What follows belongs to an exercise in optimizing a design on an open flow for small area, a short achievable clock period and few clock cycles; a production flow would make more cautious choices. Only the layout flow was run in this run; the RTL was not checked for function there. Power figures rest on the tool's default switching activity, not on a simulated workload.

[flow/design.v]
module ma_filter #(
  parameter [15:0] CUT = 16'b0001_0010_0100_1000
) (
  input  wire         clk,
  input  wire         rst,         
  input  wire         cmd_valid,
  output wire         cmd_ready,
  input  wire         cmd_push,    
  input  wire [7:0]   cmd_n,       
  input  wire [31:0]  ts_in,       
  input  wire [127:0] in_data,     
  output reg          done,
  output reg  [1:0]   err,         
  output reg  [31:0]  ts_out,
  output reg  [127:0] out,         
  output wire [255:0] num,         
  output reg  [39:0]  den,         
  output reg  [13:0]  stat         
);
  localparam [1:0] E_OK = 2'd0, E_BAD_WINDOW = 2'd1, E_NOT_CONFIGURED = 2'd2;
  integer c, s;
  reg         rdy_r;
  reg         v0;
  reg         push0;
  reg         nok0;
  reg [3:0]   n0;
  reg [31:0]  ts0;
  reg [127:0] x0;
  assign cmd_ready = rdy_r;
  always @(posedge clk) begin
    rdy_r <= !rst;
    v0    <= cmd_valid && rdy_r && !rst;
    push0 <= cmd_push;
    nok0  <= (cmd_n[7:4] == 4'd0) && cmd_n[0] && (cmd_n[3:1] != 3'd0);
    n0    <= cmd_n[3:0];
    ts0   <= ts_in;
    x0    <= in_data;
  end
  reg [3:0]   n_r;
  reg [3:0]   seen_r;
  reg [3:0]   widx_r;
  reg         tsv_r;
  reg [6:0]   jsel;                
  reg [127:0] hist [0:13];         
  reg [31:0]  tsh  [0:6];          
  wire       cfg     = (n_r != 4'd0);
  wire       do_push = v0 && push0 && cfg;
  wire       do_init = v0 && !push0 && nok0;
  wire       do_zero = v0 && (!cfg || (!push0 && nok0));
  wire [3:0] half_n  = n_r >> 1;   
  wire [3:0] seen_nx = (seen_r == n_r) ? n_r : seen_r + 4'd1;
  wire       steady_nx = (seen_nx == n_r);
  wire       tsv_nx  = (seen_nx > half_n);
  wire [3:0] widx_nx = (widx_r == n_r - 4'd1) ? 4'd0 : widx_r + 4'd1;
  reg [127:0] oldv;
  reg [31:0]  tsmid;
  always @(*) begin
    oldv  = 128'd0;
    tsmid = 32'd0;
    for (s = 0; s < 7; s = s + 1) begin
      oldv  = oldv  | (hist[2*s+1] & {128{jsel[s]}});
      tsmid = tsmid | (tsh[s] & {32{jsel[s]}});
    end
  end
  reg [16:0] dlt [0:7];
  reg [1:0]  dct [0:7];
  reg [15:0] xa, xb;
  reg        ea, eb;
  always @(*) begin
    for (c = 0; c < 8; c = c + 1) begin
      xa = x0[16*c +: 16];
      xb = oldv[16*c +: 16];
      ea = !(xa[15] && (xa[14:0] == 15'd0));
      eb = !(xb[15] && (xb[14:0] == 15'd0)) && steady_nx;
      xa[15] = xa[15] && ea;
      xb = xb & {16{eb}};
      dlt[c] = {xa[15], xa} - {xb[15], xb};
      dct[c] = {1'b0, ea} - {1'b0, eb};
    end
  end
  reg         v1, p1, z1, st1;
  reg [1:0]   err1;
  reg [13:0]  stat1;
  reg [31:0]  ts1;
  reg [16:0]  d1  [0:7];
  reg [1:0]   dc1 [0:7];
  always @(posedge clk) begin
    if (do_push) begin
      hist[0] <= x0;
      for (s = 1; s < 14; s = s + 1) hist[s] <= hist[s-1];
      tsh[0] <= ts0;
      for (s = 1; s < 7; s = s + 1) tsh[s] <= tsh[s-1];
    end
    for (c = 0; c < 8; c = c + 1) begin
      d1[c]  <= dlt[c];
      dc1[c] <= dct[c];
    end
    st1 <= steady_nx;
    p1  <= do_push;
    z1  <= do_zero;
    if (do_push)
      ts1 <= tsv_nx ? tsmid : 32'd0;
    else if (do_zero)
      ts1 <= 32'd0;
    if (rst) begin
      v1     <= 1'b0;
      n_r    <= 4'd0;
      seen_r <= 4'd0;
      widx_r <= 4'd0;
      tsv_r  <= 1'b0;
      stat1  <= 14'd0;
    end else begin
      v1 <= v0;
      err1 <= (v0 && !push0 && !nok0) ? E_BAD_WINDOW :
              (v0 && push0 && !cfg)   ? E_NOT_CONFIGURED : E_OK;
      if (do_init) begin
        n_r    <= n0;
        seen_r <= 4'd0;
        widx_r <= 4'd0;
        tsv_r  <= 1'b0;
        for (s = 0; s < 7; s = s + 1) jsel[s] <= (n0 == 2*s + 3);
        stat1  <= {6'd0, 4'd0, n0};
      end else if (do_push) begin
        seen_r <= seen_nx;
        widx_r <= widx_nx;
        tsv_r  <= tsv_nx;
        stat1  <= {steady_nx, tsv_nx, seen_nx, widx_nx, n_r};
      end else begin
        stat1  <= {cfg && (seen_r == n_r), tsv_r, seen_r, widx_r, n_r};
      end
    end
  end
  reg signed [19:0] tsum [0:7];
  reg        [3:0]  tcnt [0:7];
  reg        [20:0] num2 [0:7];
  reg        [4:0]  den2 [0:7];
  reg         v2;
  reg [1:0]   err2;
  reg [13:0]  stat2;
  reg [31:0]  ts2;
  reg [20:0] dd;
  always @(posedge clk) begin
    for (c = 0; c < 8; c = c + 1) begin
      dd = {{4{d1[c][16]}}, d1[c]};
      if (z1) begin
        tsum[c] <= 20'd0;
        tcnt[c] <= 4'd0;
        num2[c] <= 21'd0;
        den2[c] <= 5'd0;
      end else if (p1) begin
        tsum[c] <= tsum[c] + dd[19:0];
        tcnt[c] <= tcnt[c] + {{2{dc1[c][1]}}, dc1[c]};
        num2[c] <= {tsum[c], 1'b0} + (st1 ? dd : {dd[19:0], 1'b0});
        den2[c] <= {tcnt[c], 1'b0} + (st1 ? {{3{dc1[c][1]}}, dc1[c]} : {{2{dc1[c][1]}}, dc1[c], 1'b0});
      end
    end
    err2  <= err1;
    stat2 <= stat1;
    ts2   <= ts1;
    if (rst) v2 <= 1'b0;
    else     v2 <= v1;
  end
  localparam integer SB = 1 + 2 + 14 + 32;    
  localparam integer LB = 21 + 5 + 5 + 15;    
  wire [SB-1:0] sb_w [0:15];
  wire [LB-1:0] ln_w [0:15][0:7];
  assign sb_w[0] = {v2, err2, stat2, ts2};
  genvar gi, gc;
  generate
    for (gc = 0; gc < 8; gc = gc + 1) begin : g_in
      wire [20:0] nm = num2[gc];
      assign ln_w[0][gc] = {nm, den2[gc], nm[19:15] ^ {5{nm[20]}}, 15'd0};
    end
    for (gi = 0; gi < 15; gi = gi + 1) begin : g_step
      wire [SB-1:0] sb_n = sb_w[gi];
      wire [LB-1:0] ln_n [0:7];
      for (gc = 0; gc < 8; gc = gc + 1) begin : g_lane
        wire [20:0] nm = ln_w[gi][gc][45:25];
        wire [4:0]  dn = ln_w[gi][gc][24:20];
        wire [4:0]  rr = ln_w[gi][gc][19:15];
        wire [14:0] qq = ln_w[gi][gc][14:0];
        wire [5:0]  r6 = {rr, nm[14-gi] ^ nm[20]};
        wire [6:0]  t  = {1'b0, r6} - {2'b0, dn};
        wire        qb = !t[6];
        wire [4:0]  rn = qb ? t[4:0] : r6[4:0];
        wire [14:0] qn = qq | ({14'd0, qb} << (14 - gi));
        assign ln_n[gc] = {nm, dn, rn, qn};
      end
      if (CUT[gi]) begin : g_reg
        reg [SB-1:0] sb_q;
        reg [LB-1:0] ln_q [0:7];
        always @(posedge clk) begin
          sb_q <= sb_n;
          if (rst) sb_q[SB-1] <= 1'b0;
          for (c = 0; c < 8; c = c + 1) ln_q[c] <= ln_n[c];
        end
        assign sb_w[gi+1] = sb_q;
        for (gc = 0; gc < 8; gc = gc + 1) begin : g_o
          assign ln_w[gi+1][gc] = ln_q[gc];
        end
      end else begin : g_wire
        assign sb_w[gi+1] = sb_n;
        for (gc = 0; gc < 8; gc = gc + 1) begin : g_o
          assign ln_w[gi+1][gc] = ln_n[gc];
        end
      end
    end
  endgenerate
  wire [SB-1:0] sb_f;
  wire [LB-1:0] ln_f [0:7];
  generate
    if (CUT[15]) begin : g_fr
      reg [SB-1:0] sb_q;
      reg [LB-1:0] ln_q [0:7];
      always @(posedge clk) begin
        sb_q <= sb_w[15];
        if (rst) sb_q[SB-1] <= 1'b0;
        for (c = 0; c < 8; c = c + 1) ln_q[c] <= ln_w[15][c];
      end
      assign sb_f = sb_q;
      for (gc = 0; gc < 8; gc = gc + 1) begin : g_o
        assign ln_f[gc] = ln_q[gc];
      end
    end else begin : g_fw
      assign sb_f = sb_w[15];
      for (gc = 0; gc < 8; gc = gc + 1) begin : g_o
        assign ln_f[gc] = ln_w[15][gc];
      end
    end
  endgenerate
  reg [20:0] num_r [0:7];
  reg [20:0] fnm;
  reg [4:0]  fdn, frr;
  reg [14:0] fq;
  reg        fs, finc;
  generate
    for (gc = 0; gc < 8; gc = gc + 1) begin : g_num
      assign num[32*gc +: 32] = {{11{num_r[gc][20]}}, num_r[gc]};
    end
  endgenerate
  always @(posedge clk) begin
    for (c = 0; c < 8; c = c + 1) begin
      fnm  = ln_f[c][45:25];
      fdn  = ln_f[c][24:20];
      frr  = ln_f[c][19:15];
      fq   = ln_f[c][14:0];
      fs   = fnm[20];
      finc = ({frr, 1'b0} + {4'd0, fs, 1'b0}) >= {1'b0, fdn};
      num_r[c]       <= fnm;
      den[5*c +: 5]  <= fdn;
      out[16*c +: 16] <= (fdn == 5'd0) ? 16'h8000 :
                         ({1'b0, fq} ^ {16{fs}}) + {15'd0, finc ^ fs};
    end
    {err, stat, ts_out} <= sb_f[SB-2:0];
    if (rst) done <= 1'b0;
    else     done <= sb_f[SB-1];
  end
endmodule
[flow/run.sh]
#!/bin/bash
# synth_recipe.tcl (not shown) runs the flow's synth.tcl, then flattens the netlist and writes it again
# the make line also repeats each setting of config.mk as NAME=value (left out here)
make -C /OpenROAD-flow-scripts/flow DESIGN_CONFIG=/design/flow/config.mk WORK_HOME=/design/flow/orfs CLKGATE_MAP_FILE= SYNTH_SCRIPT=/design/flow/synth_recipe.tcl finish
[flow/config.mk]
export PLATFORM = sky130hd
export DESIGN_NAME = ma_filter
export DESIGN_NICKNAME = ma_filter
export VERILOG_FILES = /design/flow/design.v
export SDC_FILE = /design/flow/constraint.sdc
export NUM_CORES = 4
export LEC_CHECK = 0
export CAP_MARGIN = 20
export CORE_MARGIN = 2
export CORE_UTILIZATION = 40
export SLEW_MARGIN = 20
[flow/constraint.sdc]
create_clock -name core_clock -period 8.0 [get_ports {clk}]
set_input_delay 1.6000 -clock core_clock [delete_from_list [all_inputs] [get_ports {clk}]]
set_output_delay 1.6000 -clock core_clock [all_outputs]
set_load 0.01 [all_outputs]
==> impl_results.md <==
* Num CTS Buffers at 472
* Initial antenna violation count at 76
* Buf/Inv on CP at 2
* Vias in the first global route at 102000
* Synthesized area at 0.182 mm²
* Clk_skew at 0.103 ns
* TNS Setup at 0 ns
* CP endpoint kind: flip-flop
* Synth warn at 16
* Standard-cell rows at 248
* Number of synthesized flops with an enable pin at 2057
* Most used DFF post-synth: dfxtp_1
* Least-Margin Pin Slew at 1.15 ns
* Syn_nets at 15300
* CTS tree: done
* P_leak at 80.5 nW
* Crit. path cell count at 28
* IO Port Bufs at 645
* Cell count after synthesis at 13900
* Outcome: timing/DRC/antenna clean
* Share of the synthesized area in the top cell type at 0.339
* Area added between synthesis and finish at 16.3%
* Count of state elements after synthesis at 4702
* GR Overflow Total at 0
* Clock-pin slew on the worst setup and hold paths at 0.06 ns
* Hold Violations, Final at 0
* GPL Wtd Cong at 0.813
* Maximum VDD drop at 0.000213 V
* Top cells by area, synth: edfxtp_1 (34%), dfxtp_1 (29%), ha_1 (7.7%)
* Total Power at 0.0548 W
* Initial Util at 0.401
* Cell taking the most area after synthesis: edfxtp_1
* Slowest stage delay, CP at 0.71 ns
* Nets@finish at 16100
* Final Slew Violations at 0
* Routed wire per std cell at 18.9 µm
* Clock sink total at 4702
* Fmax at 138 MHz
* I/O pin cnt at 646
* Distinct cells, synth at 85
* Share of layout cells above drive strength 1 at 0.0927
* Syn_area_per_cell at 13.1 µm²
* Seq/Total Area, Yosys at 0.629
* CP max FO at 11
* CP Class: reg2reg
* Minimum clock period at 7.26 ns
* Root buf cell: clkbuf_16
* Die H at 679 µm
* Overall routed net length at 399000 µm
* Vias at 106000
* Worst-Skew Late Latency at 1.07 ns
* Hold WC Path Type: reg2reg
* DRC Markers at 0
* Worst setup SP type: flip-flop
* Post-CTS setup buffer count at 0
* Most frequent cell after synthesis: dfxtp_1
* Cell area power density at 258 mW/mm²
* R2R depth at 28
* Synth cell count leaders: dfxtp_1 (2645), edfxtp_1 (2057), ha_1 (1118)
* Die Wd at 679 µm
* GR Util All Layers at 0.167
* Final setup vio count at 0
* Pin count of the biggest net entering global routing at 211
* Max Cap Viol at 0
* CTS H-Tree Depth at 5
* Resize count post-CTS at 0
* Hold-fix buffers at CTS at 0
* Crit path max-delay cell type: dfxtp_1
* Slew headroom at 0.236
* Post-DRT Antenna Nets at 0
* Async set or reset register ratio after synthesis at 0
* RSZ-0062 raised after global routing: no
* Reg2reg setup slack at 0.74 ns
* Die Footprint at 0.462 mm²
* Global-route wire length before repair at 610000 µm
* Fillers at 40200
* Delay-heaviest family, CP: compound AO/OA/AOI/OAI gates
* Hold Crit Depth at 0
* Drt pass-1 iters at 9
* Detail-routed via count per cell at 5.02
* Clk buf depth at 4
* Initial DRC Count at 8496
* Worst path required time at 8.88 ns
* Core ar. at 0.455 mm²
* Final period utilization at 0.908
* DP Wirelength at 277000 µm
* Arrival time at the worst endpoint at 8.15 ns
state kept, by name (all words and copies together), names as in the netlist, 7 cells and up:
register and cells:
stat2 14, dc1 16, tsum 160, ts2 32, num2 168, num_r 168
stat1 14, out 128, jsel 7, den2 40, ts1 32, ts_out 32
g_step.g_reg.sb_q 196, tsh 224, stat 14, g_step.g_reg.ln_q 1264, ts0 32, hist 1792
d1 136, tcnt 32, x0 128, den 40
per-layer routing:
metal  global-route usage  up-vias  part of all wire
li1                     -    51900                 -
met1                0.248    51000              0.49
met2                0.255     2585              0.43
met3               0.0269      561             0.059
met4               0.0418       26             0.024
met5                    0        -           0.00040
metrics by stage:
| step | setup slack (ns) | area (µm²) | util | hold WS, ns | cells |
|---|---|---|---|---|---|
| global placement | 0.808 | 195000 | 0.429 | 0.310 | 20200 |
| global route | 0.110 | 212000 | 0.466 | 0.266 | 21100 |
| floorplan | 0.290 | 182000 | - | 0.310 | 13900 |
| finish | 0.737 | 212000 | 0.466 | 0.270 | 21100 |
| CTS | 0.688 | 212000 | 0.466 | 0.252 | 21100 |
| detailed placement | 0.730 | 195000 | 0.429 | 0.312 | 20200 |
cell usage in the layout, fill, tap and decap left out, drive strengths merged, types with 131 or more instances in the layout:
master / n
ha: 1118
xnor2: 678
clkdlybuf4s50: 645
mux2i: 310
o21ai: 404
edfxtp: 2057
nand2b: 131
inv: 662
clkbuf: 621
nor2: 891
nor3: 132
xor2: 341
dfxtp: 2645
mux2: 399
nand2: 583
clkinv: 146
nor2b: 199
nand3: 240
a21o: 338
a21oi: 667
a22oi: 349
a222oi: 160
fa: 160
final cells by class:
class / count / area, µm² / share of cell area
Tap cell: 6000 / 7510 / 0.0354
Clock inverter: 277 / 3570 / 0.0168
Clock buffer: 621 / 13200 / 0.0622
Antenna cell: 48 / 120 / 0.000566
Timing Repair Buffer: 743 / 7440 / 0.0351
Multi-Input combinational cell: 8113 / 63300 / 0.298
Sequential cell: 4702 / 115000 / 0.540
Inverter: 623 / 2370 / 0.0112
kinds of logic after synthesis:
group | share of synthesized area
buffers and inverters | 0.0246
and+or+nand+nor | 0.0675
AOI/OAI and AO/OA | 0.0931
DFF | 0.629
muxes | 0.0425
adders and majority gates | 0.0942
xor gates and xnor gates | 0.0494
worst paths after layout:
path | from | endpoint
setup / recovery | num2[4][20]$_SDFFE_PP0P_ | g_step[3].g_reg.ln_q[4][18]$_DFF_P_
hold / removal | g_step[12].g_reg.ln_q[6][44]$_DFF_P_ | num_r[6][19]$_DFF_P_
setup reg to reg | num2[4][20]$_SDFFE_PP0P_ | g_step[3].g_reg.ln_q[4][18]$_DFF_P_
hold reg to reg | g_step[12].g_reg.ln_q[6][44]$_DFF_P_ | num_r[6][19]$_DFF_P_
report_power, final:
group          internal, W  switching (W)  total, W
clock network       0.0137        0.00965    0.0233
logic              0.00268        0.00301   0.00568
registers           0.0254       0.000429    0.0258

[port drivers added, routing unchanged]
In the flow no input, the clock included, has a driving cell. The finished layout below was timed again as built, in two steps. Step 1 sets driving cells, clkbuf_16 on the clock port and buf_2 on the other inputs (assumed; they add their load-dependent delay and slew). Step 2 moves the port delays by t, midway between the first and last clock arrival at a register: inputs arrive t later, outputs are due t later. That takes back most of the time a late clock gives input paths. a / b / c = no drivers / after step 1 / after step 2; a / b = the first two.
shift t [ns]: 1.111
slack for setup (ns): 0.737 / 0.737 / 0.737
worst data-port slew with drivers (ns): 0.31
After both steps this run still meets setup and hold. For this run, drivers alone change the setup slack by 0.000 ns; drivers and shift together by 0.000 ns.
